Background: an optimization exercise with open tools, aiming at small area, a short achievable clock period and few clock cycles. Do not read the settings as production practice. In this exercise RTL edits were held to simulation tests only and were not proved equivalent to the original. No run shown here takes its clock network from TritonCTS; it comes from the design's own scripts or RTL. The flow treats the clock pin as an ideal source. Dropping or thinning the clock tree relies on that and would not hold on a real chip. Power and IR drop assume default switching activity.

==> flow/design.v <==
module tslcf_deframer (
    input  wire       clk,
    input  wire       rst,
    input  wire       in_valid,
    output wire       in_ready,
    input  wire [1:0] in_kind,
    input  wire [7:0] in_data,
    output reg        b_valid,    
    output reg        e_valid,    
    output reg        a_valid,    
    output reg        fe_first,   
    output reg  [7:0] op_byte
);
    localparam [1:0] K_DATA  = 2'd0,
                     K_EOS   = 2'd1,
                     K_ABORT = 2'd2;
    localparam [1:0] HUNT0 = 2'd0,   
                     HUNT1 = 2'd1,   
                     BODY0 = 2'd2,   
                     BODY1 = 2'd3;   
    reg  [1:0] state;
    reg        pend_end;    
    reg        nfe;         
    assign in_ready = nfe;
    always @(*) fe_first = !nfe;
    wire take   = in_valid && !fe_first;
    wire is_esc;
    wire is_stx;
    tslcf_bytecmp u_cmp (
        .d   (in_data),
        .esc (is_esc),
        .stx (is_stx)
    );
    always @(posedge clk) begin
        if (!fe_first)
            op_byte <= in_data;
    end
    wire k_data  = !in_kind[1] && !in_kind[0];
    wire k_eos   = !in_kind[1] &&  in_kind[0];
    wire k_abort =  in_kind[1] && !in_kind[0];
    wire s_hunt1 = (state == HUNT1);
    wire s_body0 = (state == BODY0);
    wire s_body1 = (state == BODY1);
    wire in_body = state[1];
    wire t_data  = take && k_data;
    wire t_stop  = take && (k_eos || k_abort);    
    reg [1:0] state_n;
    always @(*) begin
        state_n = state;
        if (t_stop)
            state_n = HUNT0;
        else if (t_data) begin
            case (state)
                HUNT0: if (is_esc) state_n = HUNT1;
                HUNT1: if (is_stx) state_n = BODY0; else if (!is_esc) state_n = HUNT0;
                BODY0: if (is_esc) state_n = BODY1;
                default: state_n = BODY0;
            endcase
        end
    end
    wire lone_x  = t_data && s_body1 && !is_esc && !is_stx;
    wire lone_e  = take && k_eos && s_body1;
    wire fe_n    = lone_x || lone_e;
    wire b_n     = fe_first ? !pend_end
                 : (t_data && ((s_body0 && !is_esc) || (s_body1 && !is_stx))) || lone_e;
    wire e_n     = fe_first ? pend_end
                 : (t_data && s_body1 && is_stx) || (take && k_eos && s_body0);
    wire a_n     = !fe_first && take && k_abort && in_body;
    always @(posedge clk) begin
        pend_end <= lone_e;    
        if (rst) begin
            state    <= HUNT0;
            b_valid  <= 1'b0;
            e_valid  <= 1'b0;
            a_valid  <= 1'b0;
            nfe      <= 1'b1;
        end else begin
            state    <= state_n;
            b_valid  <= b_n;
            e_valid  <= e_n;
            a_valid  <= a_n;
            nfe      <= !fe_n;
        end
    end
endmodule
module tslcf_bytecmp (
    input  wire [7:0] d,
    output wire       esc,    
    output wire       stx     
);
    assign esc = (d == 8'hFE);
    assign stx = (d == 8'h02);
endmodule
module tslcf_parser (
    input  wire        clk,
    input  wire        rst,
    input  wire        b_valid,
    input  wire        e_valid,
    input  wire        a_valid,
    input  wire        fe_first,
    input  wire [7:0]  op_byte,
    output reg         out_valid,
    output reg  [3:0]  out_tag,
    output reg  [15:0] out_data
);
    localparam [2:0] F_PBC    = 3'd1,
                     F_VERFLG = 3'd2,
                     F_SCREEN = 3'd3,
                     F_INDEX  = 3'd4,
                     F_CW     = 3'd5,
                     F_TLEN   = 3'd6,
                     F_STOP   = 3'd7;    
    localparam [2:0] S_OK          = 3'd0,
                     S_TOOSHORT    = 3'd1,
                     S_LENMISMATCH = 3'd2,
                     S_TRUNCATED   = 3'd3,
                     S_UNSUPPORTED = 3'd4,
                     S_ABORTED     = 3'd5;
    reg  [2:0]  field;       
    reg         half;        
    reg         text;        
    reg  [15:0] text_nleft;  
    reg  [15:0] len_nleft;   
    reg         len_over;    
    wire [15:0] text_inc, len_inc;
    assign text_inc[0] = !text_nleft[0];
    assign len_inc[0]  = !len_nleft[0];
    genvar gi;
    generate
        for (gi = 1; gi < 16; gi = gi + 1) begin : g_inc
            assign text_inc[gi] = (&text_nleft[gi-1:0]) ? !text_nleft[gi] : text_nleft[gi];
            assign len_inc[gi]  = (&len_nleft[gi-1:0])  ? !len_nleft[gi]  : len_nleft[gi];
        end
    endgenerate
    wire [7:0]  lo_byte = out_data[7:0];      
    wire [7:0]  byte_in = fe_first ? 8'hFE : op_byte;
    wire [15:0] field16 = {byte_in, lo_byte};
    wire f_pbc  = (field == F_PBC);
    wire f_cw   = (field == F_CW);
    wire f_tlen = (field == F_TLEN);
    wire header = (field == F_PBC) || (field == F_VERFLG) || (field == F_SCREEN);
    wire stop   = (field == F_STOP);
    wire ev_text = b_valid && text;
    wire ev_lo   = b_valid && !text && !stop && !half;
    wire ev_hi   = b_valid && !text && !stop && half;
    wire ev_end  = e_valid || a_valid;
    reg  [2:0]  status;
    always @(*) begin
        if (a_valid)
            status = S_ABORTED;
        else if (header)
            status = S_TOOSHORT;
        else if (len_over || len_nleft != 16'hFFFF)
            status = S_LENMISMATCH;
        else if (stop)
            status = S_UNSUPPORTED;
        else if (field == F_INDEX && !half && !text)
            status = S_OK;
        else
            status = S_TRUNCATED;
    end
    always @(posedge clk) begin
        out_valid      <= ev_text || ev_hi || ev_end;
        out_tag[3]     <= ev_end;
        out_tag[2:0]   <= ev_end ? 3'd0 : ev_hi ? field : 3'd7;
        out_data[15:8] <= ev_hi ? byte_in : 8'd0;
        if (ev_end)
            out_data[7:0] <= {5'd0, status};
        else if (!half)
            out_data[7:0] <= byte_in;
    end
    always @(posedge clk) begin
        if (rst || ev_end) begin
            field <= F_PBC;
            half  <= 1'b0;
            text  <= 1'b0;
        end else if (ev_text) begin
            text <= (text_nleft[15:1] != 15'h7FFF);
        end else if (ev_lo) begin
            half <= 1'b1;
        end else if (ev_hi) begin
            half <= 1'b0;
            case (field)
                F_PBC:    field <= F_VERFLG;
                F_VERFLG: field <= F_SCREEN;
                F_CW:     field <= byte_in[7] ? F_STOP : F_TLEN;
                F_TLEN: begin
                    field <= F_INDEX;
                    text  <= (field16 != 16'd0);
                end
                F_SCREEN: field <= F_INDEX;
                default:  field <= F_CW;            
            endcase
        end
    end
    always @(posedge clk) begin
        if (b_valid) begin
            if (f_tlen && half)
                text_nleft <= ~field16;
            else
                text_nleft <= text_inc;
        end
    end
    always @(posedge clk) begin
        if (b_valid) begin
            if (f_pbc && half) begin
                len_nleft <= ~field16;
                len_over  <= 1'b0;
            end else begin
                len_nleft <= len_inc;
                if (len_nleft == 16'hFFFF)
                    len_over <= 1'b1;
            end
        end
    end
endmodule
module tslcf_rx (
    input  wire        clk,
    input  wire        rst,
    input  wire        in_valid,
    output wire        in_ready,
    input  wire [1:0]  in_kind,
    input  wire [7:0]  in_data,
    output wire        out_valid,
    output wire [3:0]  out_tag,
    output wire [15:0] out_data
);
    wire       b_valid;
    wire       e_valid;
    wire       a_valid;
    wire       fe_first;
    wire [7:0] op_byte;
    tslcf_deframer u_deframer (
        .clk      (clk),
        .rst      (rst),
        .in_valid (in_valid),
        .in_ready (in_ready),
        .in_kind  (in_kind),
        .in_data  (in_data),
        .b_valid  (b_valid),
        .e_valid  (e_valid),
        .a_valid  (a_valid),
        .fe_first (fe_first),
        .op_byte  (op_byte)
    );
    tslcf_parser u_parser (
        .clk       (clk),
        .rst       (rst),
        .b_valid   (b_valid),
        .e_valid   (e_valid),
        .a_valid   (a_valid),
        .fe_first  (fe_first),
        .op_byte   (op_byte),
        .out_valid (out_valid),
        .out_tag   (out_tag),
        .out_data  (out_data)
    );
endmodule
==> flow/flow/run.sh <==
#!/bin/bash
# Standard layout with these changes:
#  - the ports get plain buffers instead of delay cells;
#  - the clock tree is built by hand (flow/cts_hook.tcl, run by ORFS's cts
#    step before it would call clock_tree_synthesis): the clock port drives
#    one buffer per cluster of registers (3 clusters), in place of TritonCTS's H-tree;
#  - the slow wide OR/NOR cells in flow/dont_use.txt are added to the
#    platform's don't-use list (synthesis maps the same registers).
set -euo pipefail
work=$(pwd)
{
  echo "include $work/config.mk"
  echo "export DONT_USE_CELLS = $(cat "$work/flow/dont_use.txt")"
} > "$work/my_config.mk"
sed "s#DESIGN_CONFIG=[^ ]*#DESIGN_CONFIG=$work/my_config.mk#" standard.sh > my_standard.sh
grep -q "DESIGN_CONFIG=$work/my_config.mk" my_standard.sh
export BUFFER_PORTS_ARGS="-buffer_cell sky130_fd_sc_hd__buf_1"
export PRE_CTS_TCL="$work/flow/cts_hook.tcl"
bash my_standard.sh > flow.log 2>&1
==> flow/flow/cts_hook.tcl <==
# Clock tree by hand: the clock port drives K buffers, each driving a
# cluster of the registers (k-means on their placed positions).
proc manual_cts {K cbuf {rbuf ""}} {
  set block [ord::get_db_block]
  set clknet [$block findNet clk]
  set master [[ord::get_db] findMaster $cbuf]
  set sinks {}
  foreach it [$clknet getITerms] {
    set b [[$it getInst] getBBox]
    lappend sinks [list $it [expr {([$b xMin] + [$b xMax]) / 2.0}] [expr {([$b yMin] + [$b yMax]) / 2.0}]]
  }
  set sinks [lsort -real -index 1 $sinks]
  set n [llength $sinks]
  # initial centers: spread along x
  set cx {}; set cy {}
  for {set k 0} {$k < $K} {incr k} {
    set s [lindex $sinks [expr {int(($k + 0.5) * $n / $K)}]]
    lappend cx [lindex $s 1]; lappend cy [lindex $s 2]
  }
  for {set iter 0} {$iter < 30} {incr iter} {
    set sumx [lrepeat $K 0.0]; set sumy [lrepeat $K 0.0]; set cnt [lrepeat $K 0]
    set assign {}
    foreach s $sinks {
      set best 0; set bd 1e30
      for {set k 0} {$k < $K} {incr k} {
        set d [expr {abs([lindex $s 1] - [lindex $cx $k]) + abs([lindex $s 2] - [lindex $cy $k])}]
        if {$d < $bd} { set bd $d; set best $k }
      }
      lappend assign $best
      lset sumx $best [expr {[lindex $sumx $best] + [lindex $s 1]}]
      lset sumy $best [expr {[lindex $sumy $best] + [lindex $s 2]}]
      lset cnt $best [expr {[lindex $cnt $best] + 1}]
    }
    for {set k 0} {$k < $K} {incr k} {
      if {[lindex $cnt $k] > 0} {
        lset cx $k [expr {[lindex $sumx $k] / [lindex $cnt $k]}]
        lset cy $k [expr {[lindex $sumy $k] / [lindex $cnt $k]}]
      }
    }
  }
  set src $clknet
  if {$rbuf ne ""} {
    # one root buffer at the middle of the leaves
    set rinst [odb::dbInst_create $block [[ord::get_db] findMaster $rbuf] clkbuf_root]
    set src [odb::dbNet_create $block clknet_root]
    $src setSigType CLOCK
    [$rinst findITerm A] connect $clknet
    [$rinst findITerm X] connect $src
    set mx 0.0; set my 0.0
    for {set k 0} {$k < $K} {incr k} { set mx [expr {$mx + [lindex $cx $k]}]; set my [expr {$my + [lindex $cy $k]}] }
    $rinst setLocation [expr {int($mx / $K)}] [expr {int($my / $K)}]
    $rinst setPlacementStatus PLACED
  }
  for {set k 0} {$k < $K} {incr k} {
    set inst [odb::dbInst_create $block $master clkbuf_leaf_$k]
    set net [odb::dbNet_create $block clknet_leaf_$k]
    $net setSigType CLOCK
    [$inst findITerm A] connect $src
    [$inst findITerm X] connect $net
    $inst setLocation [expr {int([lindex $cx $k])}] [expr {int([lindex $cy $k])}]
    $inst setPlacementStatus PLACED
    lappend nets $net
  }
  foreach s $sinks a $assign {
    set it [lindex $s 0]
    $it disconnect
    $it connect [lindex $nets $a]
  }
  puts "manual_cts: $n sinks in $K clusters of [join $cnt { }]"
}

# ORFS's cts step calls clock_tree_synthesis: build the tree by hand instead,
# the clock port driving one buffer per cluster of registers.
proc clock_tree_synthesis {args} {
  manual_cts 3 sky130_fd_sc_hd__clkbuf_16
  set_propagated_clock [all_clocks]
}
==> flow/flow/dont_use.txt <==
sky130_fd_sc_hd__or4_1 sky130_fd_sc_hd__or4_2 sky130_fd_sc_hd__or4_4 sky130_fd_sc_hd__or4b_1 sky130_fd_sc_hd__or4b_2 sky130_fd_sc_hd__or4b_4 sky130_fd_sc_hd__or4bb_1 sky130_fd_sc_hd__or4bb_2 sky130_fd_sc_hd__or4bb_4 sky130_fd_sc_hd__or3_4 sky130_fd_sc_hd__or3b_4 sky130_fd_sc_hd__nor4_4 sky130_fd_sc_hd__nor3_4 sky130_fd_sc_hd__nor4_1 sky130_fd_sc_hd__nor4_2 sky130_fd_sc_hd__nor4b_1 sky130_fd_sc_hd__nor4b_2 sky130_fd_sc_hd__nor4b_4 sky130_fd_sc_hd__nor4bb_1 sky130_fd_sc_hd__nor4bb_2 sky130_fd_sc_hd__nor4bb_4 sky130_fd_sc_hd__nor3_1 sky130_fd_sc_hd__nor3_2 sky130_fd_sc_hd__nor3b_1 sky130_fd_sc_hd__nor3b_2 sky130_fd_sc_hd__nor3b_4 sky130_fd_sc_hd__or3_1 sky130_fd_sc_hd__or3_2 sky130_fd_sc_hd__or3b_1 sky130_fd_sc_hd__or3b_2
==> flow/standard.sh <==
#!/bin/bash
# synth_recipe.tcl (not shown) runs the flow's synth.tcl, then flattens the netlist and writes it again
# the make line also repeats each setting of config.mk as NAME=value (left out here)
make -C /OpenROAD-flow-scripts/flow DESIGN_CONFIG=/design/flow/config.mk WORK_HOME=/design/flow/orfs CLKGATE_MAP_FILE= SYNTH_SCRIPT=/design/flow/synth_recipe.tcl "${@:-finish}"
==> flow/config.mk <==
export PLATFORM = sky130hd
export DESIGN_NAME = tslcf_rx
export DESIGN_NICKNAME = tslcf_rx
export VERILOG_FILES = /design/flow/design.v
export SDC_FILE = /design/flow/constraint.sdc
export NUM_CORES = 4
export LEC_CHECK = 0
export CAP_MARGIN = 20
export CORE_MARGIN = 2
export CORE_UTILIZATION = 65
export PLACE_DENSITY = 0.75
export SETUP_SLACK_MARGIN = 2.35
export SLEW_MARGIN = 20
export SYNTH_HIERARCHICAL = 1
export SYNTH_MINIMUM_KEEP_SIZE = 0
export TNS_END_PERCENT = 100
==> flow/constraint.sdc <==
create_clock -name core_clock -period 4.0 [get_ports {clk}]
set_input_delay 0.8000 -clock core_clock [delete_from_list [all_inputs] [get_ports {clk}]]
set_output_delay 0.8000 -clock core_clock [all_outputs]
set_load 0.01 [all_outputs]
==> results.toml, run 1 <==
[hold_path]
min_path_type = "reg2reg"
worstHoldStart = "u_deframer.pend_end"

[logic_synthesis]
synth_compound_area_share_pct = 12.86
yosys-mux-area-fraction_pct = 4.372
synth_edf_count = 44
synthXorXnorAreaFrac_pct = 0.2550
ys_ff_latch = 74
synth_cells = 345
synth.net_count = 361
yosys_warnings = 8
synthSimpleGateAreaFrac_pct = 20.62
ys_seq_area_share_pct = 55.96
synth_area_leader_cell = "edfxtp_1"
async_flop_share_pct = 0
synth_top_area_share_pct = 38.47
synth-adder-area-share_pct = 1.093
synth_top_flop_cell = "edfxtp_1"
avgSynthCellArea_sq_um = 9.955
synth_cell_types = 42
synth_area_sq_um = 3435
yosys-top-cells-area = "edfxtp_1, dfxtp_1, nor2_1, a21oi_1, mux2i_1"
synth_top_family_by_area = "simple AND/OR/NAND/NOR gates"

[worst_setup_path]
required_ns = 3.20
crit_path_start = "u_parser.out_data[3]"
cpLargestDelayFamily = "flip-flops"
max_stage_delay_ns = 0.48
r2r_start = "u_parser.field[1]"
path_buf_inv = 1
crit_type = "reg2out"
worstPathMaxFanout = 5
start_kind = "register"
cp-end-kind = "primary output"
cp_slowest_cell = "dfxtp_1"
cp.arrival_ns = 0.82
path_cells = "buf_1"

[detailed_routing]
final_antenna_net_count = 0
dr.first_iter.drc_count = 207
num_vias = 2589
wl_per_cell_um = 16.11
via_per_inst = 5.818
routed_wl_mm = 7.169
drt_pre_antenna_iters = 4
drc_errors = 0

[layout]
layout_common_cells = "nor2_1, edfxtp_1, a21oi_1"
diodes = 0
final_nets = 393
drive_gt1_share_pct = 10.13
area_growth_pct = 9.144
layout.cells.most_common = "nor2_1"

[die]
dieHeight_um = 76.69
ios = 35
placementRows = 26
die_w_um = 76.69
coreArea_sq_um = 5107
dieArea_sq_um = 5881
initial_utilization_pct = 67.25

[placement]
gp_congestion = 0.8284
io_buffers = 34
hpwlAfterDp_mm = 5.108

[sta]
post-route-min-period_ns = 1.622
whs_ns = 0.5310
fmax_mhz = 616.7
setup_tns_ns = 0
fin_crit_sh_pct = 40.54
clock-skew-final_ns = 0.01314
finalSetupViolCount = 0
slew_headroom_pct = 68.52
final_hold_viol_count = 0
slew_violations = 0
tightest_slew_ns = 0.4705
rsz0062_at_grt = "true"

[global_routing]
grt_max_degree = 27
grt_pass1_wl_mm = 11.79
grt_use_total_pct = 24.44
grt_pass1_vias = 2445
overflow = 0
antenna_found_initial = 0

[pwr]
swShare_pct = 18.96
p_sw_uw = 224.3
p_int_uw = 958.4
p_seq_share_pct = 68.9
pwr-share-clk_pct = 27.6
cellPowerDensity_nw_per_um2 = 315.5
comb_power_share_pct = 3.5
leakage_nw = 1.489
vdd_drop_max_mv = 0.3774

[outcome]
outcome = "timing/DRC/antenna clean"

[run]
maxCapViolations = 0

[clocking]
clk_latency_ns = 0.16
clkTransAtPathRegs_ns = 0.09
ctsHoldBuffers = 0
## final timing paths
path | to | slack (ns) | depth (start not counted)
worst max-delay path | out_data[3] | 2.38 | 1
worst min-delay path | u_deframer.e_valid | 0.53 | 2
worst max register to register | u_parser.out_data[1] | 2.45 | 4
worst min register to register | u_deframer.e_valid | 0.53 | 2
## metal layers
layer  global-route usage, %  vias up  share of wire [%]
li1                        -     1290                  -
met1                   35.51     1232                 45
met2                   42.19       61                 49
met3                   1.647        6                4.6
met4                   2.545        0                1.2
met5                       0        -                  0
## worst min-delay path, cell delays in order, from the launching register on
cell and delay (ns):
dfxtp_1 0.32, nand2b_1 0.09, a31oi_1 0.08
## modules after synthesis (local to each module, per instance), excerpt
module,area (sq um),cells inside
tslcf_bytecmp,43.79,7
tslcf_deframer,590.6,47
tslcf_parser,2800,291
## cells in the mapped netlist, types with 2 or more instances
cell type,n
nand3b_1,2
a21o_1,3
clkbuf_1,3
and2_1,2
nand2b_1,5
nand4_1,9
nor2b_1,3
o21ai_0,10
o21a_1,8
buf_4,5
nand3_1,11
buf_2,8
inv_1,13
and3b_1,2
a31oi_1,3
buf_6,2
a21oi_1,38
nand2_1,8
mux2i_1,15
edfxtp_1,44
nor2_1,89
and4_1,7
nand4b_1,3
ha_1,3
dfxtp_1,30
and3_1,3
## metrics by stage
| step | setup slack (ns) | cell area [sq um] | total power [mW] | util (%) | instances |
|---|---|---|---|---|---|
| global placement | 1.770 | 3546 | 0.8705 | 69.43 | 432 |
| finish | 2.379 | 3749 | 1.183 | 73.40 | 445 |
| global route | 2.301 | 3749 | 1.212 | 73.40 | 445 |
| floorplan | 2.354 | 3435 | 0.8505 | - | 345 |
| CTS | 2.348 | 3689 | 1.178 | 72.22 | 442 |
| detailed placement | 1.727 | 3546 | 0.8721 | 69.43 | 432 |
## flip-flops by register name, indices dropped and copies added (netlist names), 2 cells and up
name                 flops
u_parser.len_nleft      16
u_parser.out_data       16
u_parser.text_nleft     16
u_deframer.op_byte       8
u_parser.out_tag         4
u_parser.field           3
u_deframer.state         2
## cell families (layout without fill, tap and decap cells)
kind of cell / after synthesis / after routing
multiplexers: 15 / 15
AO/OA/AOI/OAI: 73 / 73
flip-flops: 74 / 74
AND/OR/NAND/NOR: 147 / 147
adder cells (fa/ha/maj): 3 / 3
XOR/XNOR: 1 / 1
buffers and inverters: 32 / 62
## power groups by stage
stage,Sequential (mW),Combinational (mW),Clock (mW)
finish,0.815,0.0411,0.326
global route,0.817,0.0461,0.349
CTS,0.817,0.0376,0.323
detailed placement,0.835,0.0374,0
global placement,0.834,0.0362,0
floorplan,0.833,0.0176,0
## layout make-up
| cell class | instances | area, sq um |
|---|---|---|
| Buffer | 3 | 75.07 |
| Fill cell | 407 | 1359 |
| Inverter | 14 | 55.05 |
| Multi-Input combinational cell | 239 | 1380 |
| Sequential cell | 74 | 1938 |
| Tap cell | 70 | 87.58 |
| Timing Repair Buffer | 45 | 212.7 |
## timing repair
action / in CTS / in global routing
gates resized for setup: 9 / 17
pin swaps: 1 / 1
hold endpoints to repair: 0 / 0
endpoints found under the setup margin: 80 / 42
setup buffers: 7 / 3
Testbench counts, summed over its fixed seeds: cycles 14,627.
==> run 2, diff against run 1 <==
--- a/flow/config.mk
+++ b/flow/config.mk
@@ -11,3 +11,3 @@
 export PLACE_DENSITY = 0.75
-export SETUP_SLACK_MARGIN = 2.35
+export SETUP_SLACK_MARGIN = 2.3
 export SLEW_MARGIN = 20
==> results.toml, run 2 <==
[logic_synthesis]
ys_seq_area_share_pct = 55.96
synth_cells = 345
avgSynthCellArea_sq_um = 9.955
synth.most_common_cell = "nor2_1"
ys_ff_latch = 74
async_flop_share_pct = 0
synth_area_leader_cell = "edfxtp_1"
synth_common_cells = "nor2_1, edfxtp_1, a21oi_1"
yosys_warnings = 8
synth_edf_count = 44
synth.net_count = 361
yosys-top-cells-area = "edfxtp_1, dfxtp_1, nor2_1, a21oi_1, mux2i_1"
synth_cell_types = 42
synth_area_sq_um = 3435
synth_top_flop_cell = "edfxtp_1"
synth_top_area_share_pct = 38.47

[layout]
final_nets = 390
layout_common_cells = "nor2_1, edfxtp_1, a21oi_1"
regArea_sq_um = 1934
fin_cells = 442
multi_input_area_sq_um = 1368
diodes = 0
layout.cells.most_common = "nor2_1"
largestRegisters = "u_parser.len_nleft (16), u_parser.out_data (16), u_parser.text_nleft (16)"
drive_gt1_share_pct = 8.065
n_fill_cell = 406
utilization_pct = 72.61
area_growth_pct = 7.978

[die]
die_w_um = 76.69
dieArea_sq_um = 5881
dieHeight_um = 76.69
initial_utilization_pct = 67.25
ios = 35
coreArea_sq_um = 5107
placementRows = 26

[worst_setup_path]
cp.arrival_ns = 0.84
r2r_start = "u_parser.half"
cp-end-kind = "primary output"
cp_slowest_cell = "edfxtp_1"
path_cells = "buf_1"
path_buf_inv = 1
required_ns = 3.20
cpLargestDelayFamily = "flip-flops"
max_stage_delay_ns = 0.51
crit_type = "reg2out"
start_kind = "register"
crit_path_start = "u_parser.out_data[2]"
worstPathMaxFanout = 4

[detailed_routing]
drt_pre_antenna_iters = 4
final_antenna_net_count = 0
via_per_inst = 5.837
num_vias = 2580
drc_errors = 0
wl_per_cell_um = 16.16
dr.first_iter.drc_count = 157
routed_wl_mm = 7.141

[placement]
gp_congestion = 0.8284
hpwlAfterDp_mm = 5.108
io_buffers = 34
placed_cells = 432
dp_slack_ns = 1.727

[sta]
slew_violations = 0
setup_tns_ns = 0
fmax_mhz = 609.1
finalSetupViolCount = 0
worst_slack_ns = 2.358
slew_headroom_pct = 67.67
final_hold_viol_count = 0
rsz0062_at_grt = "false"
fin_crit_sh_pct = 41.04
whs_ns = 0.5355
clock-skew-final_ns = 0.01041
tightest_slew_ns = 0.4832
post-route-min-period_ns = 1.642

[clocking]
clkTransAtPathRegs_ns = 0.10
clk_latency_ns = 0.16

[run]
maxCapViolations = 0

[pwr]
cellPowerDensity_nw_per_um2 = 317.8
leakage_nw = 1.470
vdd_drop_max_mv = 0.3702

[global_routing]
grt_max_degree = 27
grt_pass1_vias = 2445
overflow = 0
grt_pass1_wl_mm = 11.79
antenna_found_initial = 0
grt_use_total_pct = 24.44

[hold_path]
min_path_type = "reg2reg"
worstHoldStart = "u_deframer.pend_end"

[outcome]
outcome = "timing/DRC/antenna clean"
[run 2: modules after synthesis, one instance, submodules excluded, excerpt]
module          times used  flip-flops and latches  cells  cell area [sq um]
tslcf_parser             1                      59    291               2800
tslcf_deframer           1                      15     47              590.6
tslcf_bytecmp            1                       0      7              43.79
[run 2: cell families (layout without fill, tap and decap cells)]
| family | count (synthesis) | in the layout | share of synthesized area (%) |
|---|---|---|---|
| XOR/XNOR | 1 | 1 | 0.2551 |
| flip-flops | 74 | 74 | 55.96 |
| AND/OR/NAND/NOR | 147 | 147 | 20.62 |
| adder cells (fa/ha/maj) | 3 | 3 | 1.093 |
| AO/OA/AOI/OAI | 73 | 73 | 12.86 |
| multiplexers | 15 | 15 | 4.371 |
| buffers and inverters | 32 | 59 | 4.845 |
[run 2: what timing repair did]
action | in CTS | in global routing
endpoints found under the setup margin | 75 | 27
pin swaps | 1 | 0
resized for setup | 9 | 10
hold buffers | 0 | 0
setup buffers | 7 | 0
[run 2: through the flow]
stage	instance area [sq um]	total power, mW
global route	3709	1.210
global placement	3546	0.8705
detailed placement	3546	0.8721
finish	3709	1.179
floorplan	3435	0.8505
CTS	3689	1.178
[run 2: path summary, 6_finish.rpt]
check | cells after the start | slack, ns | to
hold reg to reg | 2 | 0.54 | u_deframer.e_valid
setup / recovery | 1 | 2.36 | out_data[2]
setup reg to reg | 3 | 2.43 | u_parser.text_nleft[3]
hold / removal | 2 | 0.54 | u_deframer.e_valid
[run 2: layout make-up]
class,count,area share (%)
plain buffers,3,2.024
inverters,14,1.484
multi-input cells,239,36.88
flip-flops and latches,74,52.16
well taps,70,2.362
repair buffers,42,5.094
[run 2: power by group]
group          internal, mW  switching, mW  leakage (nW)  total, mW
registers             0.806        0.00993         0.748      0.816
clock network         0.138          0.186        0.0370      0.324
logic                0.0131         0.0255         0.685     0.0385
[run 2: routing by layer]
layer | global-route usage [%] | routed length (um)
met1 | 35.51 | 3313
met2 | 42.19 | 3503
met3 | 1.647 | 239
met4 | 2.545 | 85
met5 | 0 | 0
==> run 3, diff against run 2 <==
--- a/flow/config.mk
+++ b/flow/config.mk
@@ -8,2 +8,4 @@
 export CAP_MARGIN = 20
+export CELL_PAD_IN_SITES_DETAIL_PLACEMENT = 0
+export CELL_PAD_IN_SITES_GLOBAL_PLACEMENT = 0
 export CORE_MARGIN = 2
==> results.toml, run 3 <==
[pwr]
cellPowerDensity_nw_per_um2 = 317.8
power.total_mw = 1.179
leakage_nw = 1.470
vdd_drop_max_mv = 0.3702

[sta]
tightest_slew_ns = 0.4832
slew_headroom_pct = 67.67
worst_slack_ns = 2.358
clock-skew-final_ns = 0.01041
finalSetupViolCount = 0
fmax_mhz = 609.1
rsz0062_at_grt = "false"
slew_violations = 0
fin_crit_sh_pct = 41.04
post-route-min-period_ns = 1.642
final_hold_viol_count = 0
whs_ns = 0.5355
setup_tns_ns = 0

[die]
dieHeight_um = 76.69
die_w_um = 76.69
ios = 35
coreArea_sq_um = 5107
placementRows = 26
dieArea_sq_um = 5881
initial_utilization_pct = 67.25

[worst_setup_path]
worstPathMaxFanout = 4
cp_slowest_cell = "edfxtp_1"
ff2ff_path_depth = 3
max_stage_delay_ns = 0.51
cpLargestDelayFamily = "flip-flops"
reg2reg_to = "u_parser.text_nleft[3]"
required_ns = 3.20
r2r_start = "u_parser.half"
start_kind = "register"
path_cells = "buf_1"
rrSetupSlack_ns = 2.43
cp.arrival_ns = 0.84
cp-end-kind = "primary output"
crit_type = "reg2out"
path_buf_inv = 1

[logic_synthesis]
synth_top_flop_cell = "edfxtp_1"
avgSynthCellArea_sq_um = 9.955
synth_area_leader_cell = "edfxtp_1"
synth_common_cells = "nor2_1, edfxtp_1, a21oi_1"
synth_edf_count = 44
yosys-top-cells-area = "edfxtp_1, dfxtp_1, nor2_1, a21oi_1, mux2i_1"
ys_ff_latch = 74
yosys_warnings = 8
synth_cells = 345
synth.most_common_cell = "nor2_1"
async_flop_share_pct = 0
ys_seq_area_share_pct = 55.96
synth_top_area_share_pct = 38.47
synth_cell_types = 42
synth_area_sq_um = 3435
synth.net_count = 361

[global_routing]
antenna_found_initial = 0
grt_use_total_pct = 24.44
grt_max_degree = 27
grt_pass1_wl_mm = 11.79
overflow = 0
grt_pass1_vias = 2445

[layout]
final_nets = 390
n_fill_cell = 406
layout_common_cells = "nor2_1, edfxtp_1, a21oi_1"
largestRegisters = "u_parser.len_nleft (16), u_parser.out_data (16), u_parser.text_nleft (16)"
layout.cells.most_common = "nor2_1"
drive_gt1_share_pct = 8.065
diodes = 0
area_growth_pct = 7.978

[hold_path]
min_path_type = "reg2reg"
worstHoldStart = "u_deframer.pend_end"
whs_endpoint = "u_deframer.e_valid"
hold_depth = 2

[placement]
io_buffers = 34
hpwlAfterDp_mm = 5.108
gp_congestion = 0.8284
dp_slack_ns = 1.727

[detailed_routing]
drt_pre_antenna_iters = 4
final_antenna_net_count = 0
wl_per_cell_um = 16.16
dr.first_iter.drc_count = 157
routed_wl_mm = 7.141
num_vias = 2580
via_per_inst = 5.837
drc_errors = 0

[clocking]
clkTransAtPathRegs_ns = 0.10
clk_latency_ns = 0.16
ctsHoldBuffers = 0

[outcome]
outcome = "timing/DRC/antenna clean"

[run]
maxCapViolations = 0
run 3: cell counts after synthesis:
Identical to the previous run, type by type.
run 3: per-module statistics from Yosys, one instance, submodules excluded, a selection:
module | flops+latches | cell area, sq um | copies in the design | cells inside
tslcf_parser | 59 | 2800 | 1 | 291
tslcf_bytecmp | 0 | 43.79 | 1 | 7
tslcf_deframer | 15 | 590.6 | 1 | 47
run 3: cell families (layout without fill, tap and decap cells):
logic type	count (synthesis)	count (layout)	share of synthesized area [%]
compound gates	73	73	12.86
xor+xnor	1	1	0.2551
fa+ha+maj	3	3	1.093
buf+inv	32	59	4.845
flops	74	74	55.96
mux	15	15	4.371
simple gates	147	147	20.62
run 3: worst max path at each step:
stage / start / end / cells after the start
after global placement: u_parser.half / u_parser.len_nleft[11] / 4
after global routing: in_data[2] / u_deframer.nfe / 6
after floorplan: in_data[1] / u_deframer.nfe / 5
after detailed placement: u_parser.half / u_parser.len_nleft[11] / 4
final: u_parser.out_data[2] / out_data[2] / 1
after CTS: in_data[5] / u_deframer.nfe / 6
run 3: metal layers:
layer	vias to the layer above	track usage [%]	routed length [um]
met5	-	0	0
met4	0	2.545	85
met3	6	1.647	239
met2	53	42.19	3503
met1	1239	35.51	3313
li1	1282	-	-
run 3: report_power, final:
group	internal (mW)	total, mW	switching (mW)
Combinational	0.0131	0.0385	0.0255
Sequential	0.806	0.816	0.00993
Clock	0.138	0.324	0.186
Total	0.957	1.18	0.221
run 3: through the flow:
step                util, %  instances  cell area, sq um
floorplan                 -        345              3435
global placement      69.43        432              3546
detailed placement    69.43        432              3546
CTS                   72.22        442              3689
global route          72.61        442              3709
finish                72.61        442              3709
run 3: cell type report:
class / instances / area (sq um) / area share (%)
repair buffers: 42 / 188.9 / 5.094
inverters: 14 / 55.05 / 1.484
well taps: 70 / 87.58 / 2.362
plain buffers: 3 / 75.07 / 2.024
flip-flops and latches: 74 / 1934 / 52.16
multi-input cells: 239 / 1368 / 36.88
run 3: what timing repair did:
item | 4_1_cts | 5_1_grt
endpoints found under the setup margin | 75 | 27
pin swaps | 1 | 0
gates resized for setup | 9 | 10
buffers inserted | 7 | 0
==> run 4, diff against run 3 <==
--- a/flow/config.mk
+++ b/flow/config.mk
@@ -8,4 +8,2 @@
 export CAP_MARGIN = 20
-export CELL_PAD_IN_SITES_DETAIL_PLACEMENT = 0
-export CELL_PAD_IN_SITES_GLOBAL_PLACEMENT = 0
 export CORE_MARGIN = 2
@@ -15,4 +13,2 @@
 export SLEW_MARGIN = 20
-export SYNTH_HIERARCHICAL = 1
-export SYNTH_MINIMUM_KEEP_SIZE = 0
 export TNS_END_PERCENT = 100
==> results.toml, run 4 <==
[layout]
regArea_sq_um = 1933
final_nets = 392
n_fill_cell = 410
final_cell_area_sq_um = 3756
multi_input_area_sq_um = 1433
layout.cells.most_common = "nor2_1"
largestRegisters = "u_parser.len_nleft (16), u_parser.out_data (16), u_parser.text_nleft (16)"
drive_gt1_share_pct = 10.43
utilization_pct = 73.08
layout_common_cells = "nor2_1, edfxtp_1, a21oi_1"
diodes = 0
area_growth_pct = 8.141
fin_cells = 444

[sta]
finalSetupViolCount = 0
post-route-min-period_ns = 1.664
clock-skew-final_ns = 0.01520
tightest_slew_ns = 0.5299
fin_crit_sh_pct = 41.60
fmax_mhz = 601.0
setup_tns_ns = 0
final_hold_viol_count = 0
rsz0062_at_grt = "true"
slew_headroom_pct = 64.60
slew_violations = 0

[logic_synthesis]
synth.net_count = 366
yosys_warnings = 2
synth_common_cells = "nor2_1, edfxtp_1, a21oi_1"
async_flop_share_pct = 0
ys_seq_area_share_pct = 55.33
synth_area_leader_cell = "edfxtp_1"
synth_top_area_share_pct = 38.04
synth_cells = 350
avgSynthCellArea_sq_um = 9.924
synth_top_flop_cell = "edfxtp_1"
synth_edf_count = 44
synth_area_sq_um = 3473
yosys-top-cells-area = "edfxtp_1, dfxtp_1, nor2_1, a21oi_1, mux2i_1"
synth_cell_types = 54
synth.most_common_cell = "nor2_1"
ys_ff_latch = 74

[pwr]
power.total_mw = 1.180
cellPowerDensity_nw_per_um2 = 314.0
leakage_nw = 1.466
vdd_drop_max_mv = 0.3208
p_seq_share_pct = 69.2
swShare_pct = 18.69
p_sw_uw = 220.5
comb_power_share_pct = 3.6
pwr-share-clk_pct = 27.2
p_int_uw = 959.0

[worst_setup_path]
worstPathMaxFanout = 3
cp-end-kind = "register"
required_ns = 4.08
crit_type = "in2reg"
start_kind = "primary input"
crit_path_start = "in_kind[1]"
r2r_start = "u_parser.text_nleft[7]"
ff2ff_path_depth = 5
cp.arrival_ns = 1.74

[run]
maxCapViolations = 0

[die]
coreArea_sq_um = 5140
die_w_um = 77.10
initial_utilization_pct = 67.58
dieHeight_um = 77.10
placementRows = 26
dieArea_sq_um = 5944
ios = 35

[hold_path]
hold_depth = 1
min_path_type = "reg2reg"
worstHoldStart = "u_parser.text_nleft[15]"

[detailed_routing]
via_per_inst = 5.791
num_vias = 2571
dr.first_iter.drc_count = 205
drt_pre_antenna_iters = 5
wl_per_cell_um = 16.02
routed_wl_mm = 7.114
drc_errors = 0
final_antenna_net_count = 0

[placement]
placed_cells = 437
hpwlAfterDp_mm = 5.136
io_buffers = 34
placed_area_sq_um = 3585
gp_congestion = 0.8082

[clocking]
clkTransAtPathRegs_ns = 0.09
ctsHoldBuffers = 0
clk_latency_ns = 0.16

[global_routing]
grt_use_total_pct = 23.73
grt_pass1_vias = 2457
grt_max_degree = 28
antenna_found_initial = 0
overflow = 0
grt_pass1_wl_mm = 11.56

[outcome]
outcome = "timing/DRC/antenna clean"
-- run 4: worst paths after layout --
check             slack [ns]                 endpoint
setup / recovery        2.34       u_deframer.b_valid
hold / removal          0.53            u_parser.text
setup reg to reg        2.37  u_parser.text_nleft[15]
hold reg to reg         0.53            u_parser.text
-- run 4: metrics by stage --
stage	hold WS [ns]	setup WS [ns]
3_3_place_gp	0.5099	1.851
5_1_grt	0.5518	2.293
3_5_place_dp	0.5192	1.749
2_1_floorplan	0.4712	2.303
4_1_cts	0.5285	2.301
6_report	0.5336	2.336
-- run 4: kinds of logic after synthesis --
| kind of cell | Yosys count | share of synthesized area (%) |
|---|---|---|
| flip-flops | 74 | 55.33 |
| adder cells (fa/ha/maj) | 3 | 1.081 |
| XOR/XNOR | 1 | 0.2522 |
| AO/OA/AOI/OAI | 70 | 12.54 |
| buffers and inverters | 32 | 4.899 |
| AND/OR/NAND/NOR | 155 | 21.58 |
| multiplexers | 15 | 4.323 |
-- run 4: final cells by class --
type,instances,share of cell area [%]
Sequential cell,74,51.47
Timing Repair Buffer,40,4.697
Tap cell,70,2.332
Buffer,3,1.999
Multi-Input combinational cell,244,38.14
Inverter,13,1.366
-- run 4: critical path, cell delays in order --
cell and delay, ns:
buf_1 0.09, inv_2 0.08, ha_4 0.14, nand3_4 0.08, o311a_1 0.37, a211oi_2 0.19
-- run 4: layer usage --
| layer | up-vias | track usage [%] | routed length (um) |
|---|---|---|---|
| met5 | - | 0 | 0 |
| met2 | 64 | 41.40 | 3560 |
| met4 | 0 | 5.893 | 188 |
| met3 | 18 | 1.294 | 293 |
| li1 | 1279 | - | - |
| met1 | 1210 | 32.76 | 3071 |
-- run 4: power groups by stage --
stage | Combinational (mW) | Sequential (mW) | Clock (mW)
after floorplan | 0.0178 | 0.833 | 0
after global placement | 0.0379 | 0.834 | 0
after detailed placement | 0.0388 | 0.835 | 0
after CTS | 0.0397 | 0.816 | 0.325
after global routing | 0.0473 | 0.817 | 0.350
final | 0.0430 | 0.816 | 0.321
-- run 4: repair_timing --
action | in CTS | in global routing
pin swaps | 0 | 6
buffers inserted | 2 | 2
setup endpoints to repair | 55 | 21
resized for setup | 8 | 20
==> run 5, diff against run 4 <==
--- a/flow/config.mk
+++ b/flow/config.mk
@@ -7,3 +7,3 @@
 export LEC_CHECK = 0
-export CAP_MARGIN = 20
+export CAP_MARGIN = 5
 export CORE_MARGIN = 2
@@ -12,3 +12,5 @@
 export SETUP_SLACK_MARGIN = 2.3
-export SLEW_MARGIN = 20
+export SLEW_MARGIN = 5
+export SYNTH_HIERARCHICAL = 1
+export SYNTH_MINIMUM_KEEP_SIZE = 0
 export TNS_END_PERCENT = 100
==> results.toml, run 5 <==
[sta]
worst_slack_ns = 2.358
post-route-min-period_ns = 1.642
fmax_mhz = 609.1
finalSetupViolCount = 0
tightest_slew_ns = 0.4832
fin_crit_sh_pct = 41.04
rsz0062_at_grt = "false"
slew_headroom_pct = 67.67
final_hold_viol_count = 0
setup_tns_ns = 0
slew_violations = 0
clock-skew-final_ns = 0.01041

[die]
dieArea_sq_um = 5881
initial_utilization_pct = 67.25
coreArea_sq_um = 5107
die_w_um = 76.69
placementRows = 26
dieHeight_um = 76.69
ios = 35

[layout]
layout_common_cells = "nor2_1, edfxtp_1, a21oi_1"
fin_cells = 442
final_nets = 390
area_growth_pct = 7.978
diodes = 0
drive_gt1_share_pct = 8.065
multi_input_area_sq_um = 1368
layout.cells.most_common = "nor2_1"
utilization_pct = 72.61
largestRegisters = "u_parser.len_nleft (16), u_parser.out_data (16), u_parser.text_nleft (16)"
regArea_sq_um = 1934
final_cell_area_sq_um = 3709
n_fill_cell = 406

[global_routing]
grt_pass1_wl_mm = 11.79
grt_use_total_pct = 24.44
grt_pass1_vias = 2445
overflow = 0
grt_max_degree = 27
antenna_found_initial = 0

[logic_synthesis]
synth_cells = 345
yosys-mux-area-fraction_pct = 4.372
synthXorXnorAreaFrac_pct = 0.2550
synth_top_family_by_area = "simple AND/OR/NAND/NOR gates"
synth.most_common_cell = "nor2_1"
ys_ff_latch = 74
synth_top_area_share_pct = 38.47
synth_cell_types = 42
synth_area_leader_cell = "edfxtp_1"
synth.net_count = 361
synth_common_cells = "nor2_1, edfxtp_1, a21oi_1"
synth-adder-area-share_pct = 1.093
ys_seq_area_share_pct = 55.96
synth_compound_area_share_pct = 12.86
synthSimpleGateAreaFrac_pct = 20.62
avgSynthCellArea_sq_um = 9.955
synth_top_flop_cell = "edfxtp_1"
yosys-top-cells-area = "edfxtp_1, dfxtp_1, nor2_1, a21oi_1, mux2i_1"
synth_area_sq_um = 3435
async_flop_share_pct = 0
synth_edf_count = 44
yosys_warnings = 8

[worst_setup_path]
crit_path_start = "u_parser.out_data[2]"
max_stage_delay_ns = 0.51
cp_slowest_cell = "edfxtp_1"
path_buf_inv = 1
worstPathMaxFanout = 4
required_ns = 3.20
crit_cells = 1
r2r_start = "u_parser.half"
cp-end-kind = "primary output"
crit_type = "reg2out"
path_cells = "buf_1"
cpLargestDelayFamily = "flip-flops"
ff2ff_path_depth = 3
rrSetupSlack_ns = 2.43
endpoint = "out_data[2]"
reg2reg_to = "u_parser.text_nleft[3]"
start_kind = "register"
cp.arrival_ns = 0.84

[pwr]
vdd_drop_max_mv = 0.3702
leakage_nw = 1.470
cellPowerDensity_nw_per_um2 = 317.8

[outcome]
outcome = "timing/DRC/antenna clean"

[placement]
io_buffers = 34
hpwlAfterDp_mm = 5.108
gp_congestion = 0.8284
dp_slack_ns = 1.727
placed_cells = 432
placed_area_sq_um = 3546

[hold_path]
min_path_type = "reg2reg"

[detailed_routing]
wl_per_cell_um = 16.16
via_per_inst = 5.837
dr.first_iter.drc_count = 157
num_vias = 2580
routed_wl_mm = 7.141
drt_pre_antenna_iters = 4
final_antenna_net_count = 0
drc_errors = 0

[clocking]
clkTransAtPathRegs_ns = 0.10
clk_latency_ns = 0.16

[run]
maxCapViolations = 0
## run 5: cell count changes after synthesis, sizes merged, moves of 4 or more
cell / before / now
a21boi: 6 / 2
a21oi: 34 / 38
nand2: 21 / 8
nand2b: 0 / 5
nand4: 3 / 9
nor2: 84 / 89
nor2b: 13 / 3
## run 5: cells by family after synthesis
logic type,after synthesis
fa+ha+maj,3
compound gates,73
buf+inv,32
mux,15
xor+xnor,1
simple gates,147
flops,74
## run 5: how the worst min path moves through the flow
stage	end	cells after the start	slack, ns	from
floorplan	u_deframer.e_valid	2	0.46	u_deframer.pend_end
global placement	u_deframer.e_valid	2	0.49	u_deframer.pend_end
detailed placement	u_deframer.e_valid	2	0.52	u_deframer.pend_end
CTS	u_deframer.e_valid	2	0.54	u_deframer.pend_end
global route	u_deframer.e_valid	2	0.58	u_deframer.pend_end
finish	u_deframer.e_valid	2	0.54	u_deframer.pend_end
## run 5: cell type report
cell class / count / share of cell area [%]
sequential: 74 / 52.16
multi-input combinational: 239 / 36.88
timing repair buffer: 42 / 5.094
tap: 70 / 2.362
buffer: 3 / 2.024
inverter: 14 / 1.484
## run 5: timing repair
action	CTS	global route
endpoints found under the setup margin	75	27
pin swaps	1	0
buffers inserted	7	0
hold buffers	0	0
resized for setup	9	10
## run 5: modules after synthesis, one instance, submodules excluded, a selection
module          flops+latches  cells  area, sq um
tslcf_parser               59    291         2800
tslcf_deframer             15     47        590.6
tslcf_bytecmp               0      7        43.79
## run 5: per-stage QoR
| step | hold slack (ns) | power [mW] |
|---|---|---|
| 5_1_grt | 0.5758 | 1.210 |
| 6_report | 0.5355 | 1.179 |
| 3_5_place_dp | 0.5168 | 0.8721 |
| 2_1_floorplan | 0.4588 | 0.8505 |
| 3_3_place_gp | 0.4898 | 0.8705 |
| 4_1_cts | 0.5368 | 1.178 |
## run 5: power by group
group          leakage, nW  switching (mW)  total, mW  internal, mW
combinational        0.685          0.0255     0.0385        0.0131
sequential           0.748         0.00993      0.816         0.806
clock               0.0370           0.186      0.324         0.138
total                 1.47           0.221       1.18         0.957
## run 5: per-layer routing
layer	wire (um)	global-route usage, %
met5	0	0
met4	85	2.545
met3	239	1.647
met2	3503	42.19
met1	3313	35.51
==> run 6, diff against run 5 <==
--- a/flow/flow/run.sh
+++ b/flow/flow/run.sh
@@ -7,3 +7,5 @@
 #  - the slow wide OR/NOR cells in flow/dont_use.txt are added to the
-#    platform's don't-use list (synthesis maps the same registers).
+#    platform's don't-use list;
+#  - synthesis is the standard one with the changes in flow/synth_hook.tcl
+#    (it maps the same registers, with the same names and cells).
 set -euo pipefail
@@ -14,4 +16,10 @@
 } > "$work/my_config.mk"
-sed "s#DESIGN_CONFIG=[^ ]*#DESIGN_CONFIG=$work/my_config.mk#" standard.sh > my_standard.sh
+{
+  cat "$work/flow/synth_hook.tcl"
+  echo "source $work/synth_recipe.tcl"
+} > "$work/my_synth.tcl"
+sed -e "s#DESIGN_CONFIG=[^ ]*#DESIGN_CONFIG=$work/my_config.mk#" \
+    -e "s#SYNTH_SCRIPT=[^ ]*#SYNTH_SCRIPT=$work/my_synth.tcl#" standard.sh > my_standard.sh
 grep -q "DESIGN_CONFIG=$work/my_config.mk" my_standard.sh
+grep -q "SYNTH_SCRIPT=$work/my_synth.tcl" my_standard.sh
 export BUFFER_PORTS_ARGS="-buffer_cell sky130_fd_sc_hd__buf_1"
==> flow/flow/synth_hook.tcl (new file) <==
# Synthesis as the standard one (synth_recipe.tcl in the work folder), but
# without Yosys's extraction of half/full adders, which turns the counters'
# carry logic into ripple chains of adder cells that ABC cannot restructure.
proc extract_fa {args} {}
--- a/flow/config.mk
+++ b/flow/config.mk
@@ -7,3 +7,3 @@
 export LEC_CHECK = 0
-export CAP_MARGIN = 5
+export CAP_MARGIN = 20
 export CORE_MARGIN = 2
@@ -12,3 +12,3 @@
 export SETUP_SLACK_MARGIN = 2.3
-export SLEW_MARGIN = 5
+export SLEW_MARGIN = 20
 export SYNTH_HIERARCHICAL = 1
==> results.toml, run 6 <==
[logic_synthesis]
async_flop_share_pct = 0
synth_cells = 339
synth-adder-area-share_pct = 0
synth_top_family_by_area = "simple AND/OR/NAND/NOR gates"
synth_edf_count = 44
ys_seq_area_share_pct = 56.60
yosys-top-cells-area = "edfxtp_1, dfxtp_1, nor2_1, a21oi_1, mux2i_1"
synth_common_cells = "nor2_1, edfxtp_1, a21oi_1"
synth_top_area_share_pct = 38.91
synthXorXnorAreaFrac_pct = 0.5158
avgSynthCellArea_sq_um = 10.02
synth.most_common_cell = "nor2_1"
ys_ff_latch = 74
synth_top_flop_cell = "edfxtp_1"
synthSimpleGateAreaFrac_pct = 20.74
synth_area_leader_cell = "edfxtp_1"
synth_compound_area_share_pct = 12.97
yosys_warnings = 8
synth.net_count = 352
synth_cell_types = 47
yosys-mux-area-fraction_pct = 4.716
synth_area_sq_um = 3396

[layout]
largestRegisters = "u_parser.len_nleft (16), u_parser.out_data (16), u_parser.text_nleft (16)"
final_cell_area_sq_um = 3777
diodes = 0
n_fill_cell = 406
layout.cells.most_common = "nor2_1"
area_growth_pct = 11.24
drive_gt1_share_pct = 13.82
layout_common_cells = "nor2_1, edfxtp_1, a21oi_1"
final_nets = 384

[sta]
whs_ns = 0.4891
setup_tns_ns = 0
post-route-min-period_ns = 1.726
tightest_slew_ns = 0.4111
fin_crit_sh_pct = 43.16
slew_headroom_pct = 72.56
finalSetupViolCount = 0
rsz0062_at_grt = "true"
clock-skew-final_ns = 0.01758
slew_violations = 0
fmax_mhz = 579.3
worst_slack_ns = 2.274
final_hold_viol_count = 0

[worst_setup_path]
cp.arrival_ns = 1.77
worstPathMaxFanout = 3
r2r_start = "u_deframer.nfe"
ff2ff_path_depth = 4
crit_type = "in2reg"
required_ns = 4.04
cp-end-kind = "register"
start_kind = "primary input"
crit_path_start = "in_data[5]"

[clocking]
clkTransAtPathRegs_ns = 0.08
ctsHoldBuffers = 0
clk_latency_ns = 0.16

[die]
placementRows = 26
ios = 35
initial_utilization_pct = 66.91
dieHeight_um = 76.28
dieArea_sq_um = 5819
die_w_um = 76.28
coreArea_sq_um = 5075

[placement]
dp_slack_ns = 1.753
placed_area_sq_um = 3515
gp_congestion = 0.8351
io_buffers = 34
hpwlAfterDp_mm = 5.111

[detailed_routing]
via_per_inst = 5.888
drc_errors = 0
dr.first_iter.drc_count = 161
num_vias = 2585
final_antenna_net_count = 0
routed_wl_mm = 7.285
drt_pre_antenna_iters = 4
wl_per_cell_um = 16.59

[run]
maxCapViolations = 0

[hold_path]
min_path_type = "reg2reg"
hold_depth = 2
worstHoldStart = "u_deframer.pend_end"

[global_routing]
grt_max_degree = 29
grt_pass1_vias = 2500
grt_pass1_wl_mm = 12.27
overflow = 0
antenna_found_initial = 0
grt_use_total_pct = 25.73

[pwr]
p_sw_uw = 211.8
swShare_pct = 18.03
cellPowerDensity_nw_per_um2 = 311.0
p_seq_share_pct = 69.5
p_int_uw = 963.0
pwr-share-clk_pct = 26.7
leakage_nw = 1.494
comb_power_share_pct = 3.8
vdd_drop_max_mv = 0.2386

[outcome]
outcome = "timing/DRC/antenna clean"
[run 6: cell types whose count changed after synthesis, sizes merged, moves of 2 or more]
cell    change
nand4       -2
inv         -2
o21ai       +2
ha          -3
a21o        -2
nand2b      -2
a31oi       -2
[run 6: through the flow]
| step | std cells | utilization [%] | power [mW] |
|---|---|---|---|
| detailed placement | 427 | 69.26 | 0.8714 |
| finish | 439 | 74.43 | 1.175 |
| global route | 439 | 74.43 | 1.212 |
| floorplan | 339 | - | 0.8490 |
| CTS | 439 | 73.45 | 1.175 |
| global placement | 427 | 69.26 | 0.8697 |
[run 6: area by class of cell]
class	count	area, sq um	area share [%]
flip-flops and latches	74	1932	51.14
multi-input cells	236	1380	36.54
repair buffers	44	255.2	6.757
well taps	70	87.58	2.319
plain buffers	3	75.07	1.987
inverters	12	47.55	1.259
[run 6: repair_timing]
item                       in CTS  in global routing
hold endpoints to repair        0                  0
setup buffers                   9                  0
pin swaps                       2                  2
resized for setup              27                 21
setup endpoints to repair      76                 27
[run 6: per-module statistics from Yosys (local to each module, per instance), a selection]
| module | flip-flops and latches | cells | times used |
|---|---|---|---|
| tslcf_parser | 59 | 291 | 1 |
| tslcf_bytecmp | 0 | 7 | 1 |
| tslcf_deframer | 15 | 41 | 1 |
[run 6: worst max-delay path: stages]
cell      delay [ns]
clkbuf_2        0.11
nor2_2          0.12
and4_4          0.25
mux2i_1         0.06
and3_1          0.15
o311a_1         0.27
[run 6: final timing paths]
check,end,slack (ns)
min,u_deframer.e_valid,0.49
max,u_deframer.b_valid,2.27
max reg2reg,u_parser.out_data[0],2.41
min reg2reg,u_deframer.e_valid,0.49
[run 6: cell families after synthesis]
group	Yosys count
flops	74
compound gates	73
xor+xnor	2
simple gates	145
mux	16
buf+inv	29
[run 6: power groups by stage]
stage | logic [mW] | registers, mW | clock network, mW
after floorplan | 0.0161 | 0.833 | 0
after global placement | 0.0353 | 0.834 | 0
after detailed placement | 0.0367 | 0.835 | 0
after CTS | 0.0414 | 0.818 | 0.316
after global routing | 0.0495 | 0.819 | 0.344
final | 0.0445 | 0.817 | 0.313
[run 6: metal layers]
layer	vias to the layer above	share of wire [%]	global-route usage, %
li1	1268	-	-
met1	1236	42	36.43
met2	72	51	44.42
met3	9	5.6	1.896
met4	0	1.3	4.727
met5	-	0	0
==> run 7, diff against run 6 <==
==> flow/flow/synth_hook.tcl (replaced) <==
# Synthesis as the standard one (synth_recipe.tcl in the work folder), but
#  - without Yosys's extraction of half/full adders, which turns the
#    counters' carry logic into ripple chains of adder cells;
#  - with ABC's own mapping script for the delay target
#    (ABC_CLOCK_PERIOD_IN_PS) in place of ORFS's.
proc extract_fa {args} {}
proc abc {args} {
  set out {}
  set skip 0
  foreach a $args {
    if {$skip} { set skip 0; continue }
    if {$a eq "-script"} { set skip 1; continue }
    lappend out $a
  }
  yosys abc {*}$out
}
--- a/flow/config.mk
+++ b/flow/config.mk
@@ -7,2 +7,3 @@
 export LEC_CHECK = 0
+export ABC_CLOCK_PERIOD_IN_PS = 1700
 export CAP_MARGIN = 20
==> results.toml, run 7 <==
[outcome]
outcome = "timing/DRC/antenna clean"

[pwr]
comb_power_share_pct = 3.3
swShare_pct = 18.44
power.total_mw = 1.174
p_int_uw = 957.3
pwr-share-clk_pct = 27.2
vdd_drop_max_mv = 0.2825
leakage_nw = 1.543
cellPowerDensity_nw_per_um2 = 292.7
p_sw_uw = 216.4
p_seq_share_pct = 69.4

[sta]
fin_crit_sh_pct = 43.56
tightest_slew_ns = 0.5718
slew_headroom_pct = 61.74
finalSetupViolCount = 0
setup_tns_ns = 0
fmax_mhz = 573.9
clock-skew-final_ns = 0.01461
rsz0062_at_grt = "true"
slew_violations = 0
post-route-min-period_ns = 1.743
final_hold_viol_count = 0

[worst_setup_path]
cpLargestDelayFamily = "simple AND/OR/NAND/NOR gates"
start_kind = "register"
worstPathMaxFanout = 8
cp_slowest_cell = "dfxtp_4"
cp-end-kind = "register"
cp.arrival_ns = 1.59
ff2ff_path_depth = 6
rrSetupSlack_ns = 2.26
reg2reg_to = "u_parser.len_nleft[3]"
crit_type = "reg2reg"
r2r_start = "u_parser.field[0]"
path_buf_inv = 2
max_stage_delay_ns = 0.40
required_ns = 3.85
path_cells = "nor2b_4 -> nand2_2 -> nor2_4 -> clkinvlp_4 -> buf_6 -> a211oi_1"

[logic_synthesis]
synth_top_area_share_pct = 40.06
synth_top_flop_cell = "edfxtp_1"
synth_compound_area_share_pct = 13.32
synth_edf_count = 44
synth.net_count = 333
synth_top_family_by_area = "simple AND/OR/NAND/NOR gates"
synth.most_common_cell = "nor2_1"
ys_ff_latch = 74
synthXorXnorAreaFrac_pct = 0
ys_seq_area_share_pct = 58.27
async_flop_share_pct = 0
synth_cell_types = 37
synth_cells = 320
yosys_warnings = 8
yosys-mux-area-fraction_pct = 3.945
yosys-top-cells-area = "edfxtp_1, dfxtp_1, nor2_1, mux2i_1, a21oi_1"
synth_area_leader_cell = "edfxtp_1"
synth_common_cells = "nor2_1, edfxtp_1, dfxtp_1"
avgSynthCellArea_sq_um = 10.31
synth_area_sq_um = 3298
synth-adder-area-share_pct = 0
synthSimpleGateAreaFrac_pct = 21.97

[die]
dieArea_sq_um = 5660
coreArea_sq_um = 4817
die_w_um = 75.23
dieHeight_um = 75.23
initial_utilization_pct = 68.47
ios = 35
placementRows = 25

[run]
maxCapViolations = 0

[placement]
io_buffers = 34
hpwlAfterDp_mm = 4.963
gp_congestion = 0.9100
placed_cells = 410

[global_routing]
overflow = 0
grt_pass1_wl_mm = 11.96
grt_max_degree = 28
grt_use_total_pct = 27.75
grt_pass1_vias = 2467
antenna_found_initial = 0

[detailed_routing]
via_per_inst = 6.169
num_vias = 2739
final_antenna_net_count = 0
drt_pre_antenna_iters = 5
drc_errors = 0
wl_per_cell_um = 18.25
dr.first_iter.drc_count = 174
routed_wl_mm = 8.101

[hold_path]
whs_endpoint = "u_deframer.e_valid"
hold_depth = 2
min_path_type = "reg2reg"
worstHoldStart = "u_deframer.pend_end"

[layout]
area_growth_pct = 21.59
final_nets = 392
diodes = 0
largestRegisters = "u_parser.len_nleft (16), u_parser.out_data (16), u_parser.text_nleft (16)"
drive_gt1_share_pct = 21.22
utilization_pct = 83.25
layout_common_cells = "nor2_1, edfxtp_1, buf_1"
layout.cells.most_common = "nor2_1"
fin_cells = 444

[clocking]
clk_latency_ns = 0.16
clkTransAtPathRegs_ns = 0.10
==> run 7: cell count changes in the layout (fill, tap and decap cells not counted), sizes merged, moves of 4 or more <==
cell	change
nand3	-5
nand2	+10
a21o	+5
o21bai	+5
nor2	-21
clkinvlp	+4
inv	-5
a21oi	-16
nor2b	+9
buf	+17
==> run 7: final cells by class <==
type | count | area (sq um)
inverters | 10 | 46.29
multi-input cells | 225 | 1465
repair buffers | 63 | 387.9
flip-flops and latches | 74 | 1939
plain buffers | 3 | 75.07
fillers | 301 | 807.0
repair inverters | 2 | 12.51
well taps | 67 | 83.83
==> run 7: stage by stage <==
stage	hold WS (ns)	setup slack [ns]	area (sq um)
2_1_floorplan	0.4702	2.270	3334
3_3_place_gp	0.5014	1.656	3497
3_5_place_dp	0.5084	1.583	3497
4_1_cts	0.5262	2.295	3792
5_1_grt	0.5473	2.219	4010
6_report	0.5332	2.257	4010
==> run 7: worst max path at each step <==
stage	from	end	slack, ns	depth (start not counted)
5_1_grt	u_parser.field[0]	u_parser.len_nleft[3]	2.22	6
3_3_place_gp	u_parser.field[0]	u_parser.len_nleft[9]	1.66	7
4_1_cts	u_deframer.nfe	u_parser.text	2.29	6
2_1_floorplan	in_kind[1]	u_deframer.nfe	2.27	4
3_5_place_dp	u_parser.field[0]	u_parser.len_nleft[9]	1.58	7
6_report	u_parser.field[0]	u_parser.len_nleft[3]	2.26	6
==> run 7: worst register-to-register path, delay by kind of cell, from the launching register on <==
kind	cells	cell delay, ns
flip-flops	1	0.40
AO/OA/AOI/OAI	1	0.31
AND/OR/NAND/NOR	3	0.45
buffers and inverters	2	0.29
==> run 7: cells by family after synthesis <==
logic type / Yosys count
flops: 74
simple gates: 142
mux: 13
compound gates: 69
buf+inv: 22
==> run 7: power by group through the flow <==
stage,clock network [mW],registers [mW],logic (mW)
finish,0.319,0.815,0.0393
global route,0.346,0.816,0.0424
CTS,0.321,0.816,0.0346
detailed placement,0,0.834,0.0331
global placement,0,0.834,0.0326
floorplan,0,0.833,0.0139
==> run 7: per-module statistics from Yosys (local to each module, per instance), a selection <==
module          cell area [sq um]  cells  flip-flops and latches  times used
tslcf_deframer              545.5     41                      15           1
tslcf_parser                 2709    272                      59           1
tslcf_bytecmp               43.79      7                       0           1
==> run 7: routing by layer <==
metal	global-route usage, %	vias to the layer above	wire [um]
met1	37.43	1300	3172
met3	1.205	20	582
met4	6.433	0	210
li1	-	1275	-
met2	50.00	144	4135
met5	0	-	0
==> run 7: repair_timing <==
action                     CTS  global route
setup endpoints to repair   62            27
hold buffers                 0             0
resized for setup           21            40
cloned                       2             1
pin swaps                    3            10
setup buffers               20             8
==> run 8, diff against run 7 <==
==> flow/flow/run.sh (replaced) <==
#!/bin/bash
# Standard layout with these changes:
#  - the ports get plain buffers instead of delay cells;
#  - the clock tree is built by hand (flow/cts_hook.tcl, run by ORFS's cts
#    step before it would call clock_tree_synthesis): the clock port drives
#    one buffer per cluster of registers (3 clusters), in place of TritonCTS's H-tree;
#  - the slow wide OR/NOR cells in flow/dont_use.txt are added to the
#    platform's don't-use list (synthesis maps the same registers);
#  - after global routing, gates on paths with more slack than the setup
#    margin are sized down (flow/grt_hook.tcl).
set -euo pipefail
work=$(pwd)
{
  echo "include $work/config.mk"
  echo "export DONT_USE_CELLS = $(cat "$work/flow/dont_use.txt")"
} > "$work/my_config.mk"
sed "s#DESIGN_CONFIG=[^ ]*#DESIGN_CONFIG=$work/my_config.mk#" standard.sh > my_standard.sh
grep -q "DESIGN_CONFIG=$work/my_config.mk" my_standard.sh
export BUFFER_PORTS_ARGS="-buffer_cell sky130_fd_sc_hd__buf_1"
export PRE_CTS_TCL="$work/flow/cts_hook.tcl"
export PRE_GLOBAL_ROUTE_TCL="$work/flow/grt_hook.tcl"
bash my_standard.sh > flow.log 2>&1
==> flow/flow/grt_hook.tcl (new file) <==
# ORFS's global route step calls recover_power_helper (a no-op by default):
# size down gates on paths with more slack than the setup margin the timing
# repair aims for, which gives back area the earlier repairs spent.
proc recover_power_helper { } {
  log_cmd repair_timing -recover_power 100 -setup_margin $::env(SETUP_SLACK_MARGIN) -verbose
}
--- a/flow/config.mk
+++ b/flow/config.mk
@@ -7,3 +7,2 @@
 export LEC_CHECK = 0
-export ABC_CLOCK_PERIOD_IN_PS = 1700
 export CAP_MARGIN = 20
removed: flow/flow/synth_hook.tcl
==> results.toml, run 8 <==
[logic_synthesis]
ys_seq_area_share_pct = 55.96
avgSynthCellArea_sq_um = 9.955
ys_ff_latch = 74
synth_cells = 345
synth_common_cells = "nor2_1, edfxtp_1, a21oi_1"
synth.most_common_cell = "nor2_1"
synth_cell_types = 42
synth_area_leader_cell = "edfxtp_1"
synth_top_flop_cell = "edfxtp_1"
synth_area_sq_um = 3435
synth_top_area_share_pct = 38.47
synth_edf_count = 44
synth.net_count = 361
yosys-top-cells-area = "edfxtp_1, dfxtp_1, nor2_1, a21oi_1, mux2i_1"
async_flop_share_pct = 0
yosys_warnings = 8

[layout]
multi_input_area_sq_um = 1341
diodes = 0
layout.cells.most_common = "nor2_1"
regArea_sq_um = 1924
largestRegisters = "u_parser.len_nleft (16), u_parser.out_data (16), u_parser.text_nleft (16)"
area_growth_pct = 6.302
drive_gt1_share_pct = 3.495
layout_common_cells = "nor2_1, edfxtp_1, a21oi_1"
final_nets = 390
n_fill_cell = 424

[die]
dieArea_sq_um = 5881
ios = 35
placementRows = 26
coreArea_sq_um = 5107
die_w_um = 76.69
dieHeight_um = 76.69
initial_utilization_pct = 67.25

[detailed_routing]
via_per_inst = 5.771
num_vias = 2551
wl_per_cell_um = 16.23
routed_wl_mm = 7.175
drt_pre_antenna_iters = 4
drc_errors = 0
dr.first_iter.drc_count = 172
final_antenna_net_count = 0

[run]
maxCapViolations = 0

[placement]
gp_congestion = 0.8284
hpwlAfterDp_mm = 5.108
dp_slack_ns = 1.727
io_buffers = 34

[pwr]
swShare_pct = 18.68
comb_power_share_pct = 3.2
cellPowerDensity_nw_per_um2 = 322.7
leakage_nw = 1.446
p_int_uw = 957.9
pwr-share-clk_pct = 27.4
vdd_drop_max_mv = 0.3541
p_sw_uw = 220.1
p_seq_share_pct = 69.4

[sta]
setup_tns_ns = 0
clock-skew-final_ns = 0.009499
finalSetupViolCount = 0
worst_slack_ns = 1.408
tightest_slew_ns = 0.8173
final_hold_viol_count = 0
fin_crit_sh_pct = 64.81
post-route-min-period_ns = 2.592
slew_violations = 0
rsz0062_at_grt = "false"
slew_headroom_pct = 45.21
fmax_mhz = 385.8

[global_routing]
grt_max_degree = 27
overflow = 0
grt_pass1_vias = 2445
grt_pass1_wl_mm = 11.79
antenna_found_initial = 0
grt_use_total_pct = 24.44

[worst_setup_path]
worstPathMaxFanout = 24
max_stage_delay_ns = 0.66
path_buf_inv = 1
cp-end-kind = "register"
start_kind = "register"
path_cells = "nor2b_1 -> and3b_4 -> clkinvlp_2 -> a21boi_0 -> o21a_1"
cp_slowest_cell = "clkinvlp_2"
crit_type = "reg2reg"
required_ns = 3.89
cp.arrival_ns = 2.48
cpLargestDelayFamily = "compound AO/OA/AOI/OAI gates"

[clocking]
clk_latency_ns = 0.16
ctsHoldBuffers = 0
clkTransAtPathRegs_ns = 0.10

[outcome]
outcome = "timing/DRC/antenna clean"

[hold_path]
min_path_type = "reg2reg"
## run 8: cell types whose count changed in the layout (fill, tap and decap cells not counted), moves of 6 or more
cell,delta
nor2_2,-6
buf_4,-21
nand3_1,+6
clkbuf_1,+6
a21oi_1,+17
nand2_1,-9
inv_1,+6
nor2b_4,-7
nor2_1,+30
## run 8: worst paths after layout
check,end,start,cells past startpoint,slack (ns)
setup / recovery,u_parser.len_nleft[7],u_parser.field[0],5,1.41
hold / removal,u_deframer.e_valid,u_deframer.pend_end,2,0.54
setup reg to reg,u_parser.len_nleft[7],u_parser.field[0],5,1.41
hold reg to reg,u_deframer.e_valid,u_deframer.pend_end,2,0.54
## run 8: kinds of logic after synthesis
family	after synthesis	share of synthesized area, %
muxes	15	4.371
buffers and inverters	32	4.845
and+or+nand+nor	147	20.62
AOI/OAI and AO/OA	73	12.86
DFF	74	55.96
adders and majority gates	3	1.093
xor gates and xnor gates	1	0.2551
## run 8: modules after synthesis (local to each module, per instance), excerpt
module | cells | flops+latches | times used
tslcf_deframer | 47 | 15 | 1
tslcf_bytecmp | 7 | 0 | 1
tslcf_parser | 291 | 59 | 1
## run 8: through the flow
| step | total power, mW | hold slack [ns] | util (%) | cells | cell area [sq um] |
|---|---|---|---|---|---|
| 3_5_place_dp | 0.8721 | 0.5168 | 69.43 | 432 | 3546 |
| 6_report | 1.178 | 0.5351 | 71.48 | 442 | 3651 |
| 4_1_cts | 1.178 | 0.5368 | 72.22 | 442 | 3689 |
| 2_1_floorplan | 0.8505 | 0.4588 | - | 345 | 3435 |
| 3_3_place_gp | 0.8705 | 0.4898 | 69.43 | 432 | 3546 |
| 5_1_grt | 1.210 | 0.5758 | 71.48 | 442 | 3651 |
## run 8: routing by layer
metal	vias up	wire length [um]	track usage, %
li1	1277	-	-
met1	1213	3235	35.51
met2	55	3557	42.19
met3	6	296	1.647
met4	0	85	2.545
met5	-	0	0
## run 8: power groups by stage
stage / clock (mW) / sequential [mW] / combinational (mW)
after floorplan: 0 / 0.833 / 0.0176
after global placement: 0 / 0.834 / 0.0362
after CTS: 0.323 / 0.817 / 0.0376
after global routing: 0.349 / 0.819 / 0.0424
after detailed placement: 0 / 0.835 / 0.0374
final: 0.323 / 0.817 / 0.0377
## run 8: layout make-up
type | instances | share of cell area (%)
repair buffers | 42 | 4.626
flip-flops and latches | 74 | 52.71
multi-input cells | 239 | 36.74
well taps | 70 | 2.399
inverters | 14 | 1.474
plain buffers | 3 | 2.056
## run 8: worst register-to-register path, cell delays in order (launching register included)
cell and delay [ns]:
dfxtp_1 0.54, nor2b_1 0.19, and3b_4 0.23, clkinvlp_2 0.66
a21boi_0 0.52, o21a_1 0.19
## run 8: what timing repair did
item | 4_1_cts | 5_1_grt
setup endpoints to repair | 75 | 27
setup buffers | 7 | 0
resized for setup | 9 | 10
pin swaps | 1 | 0
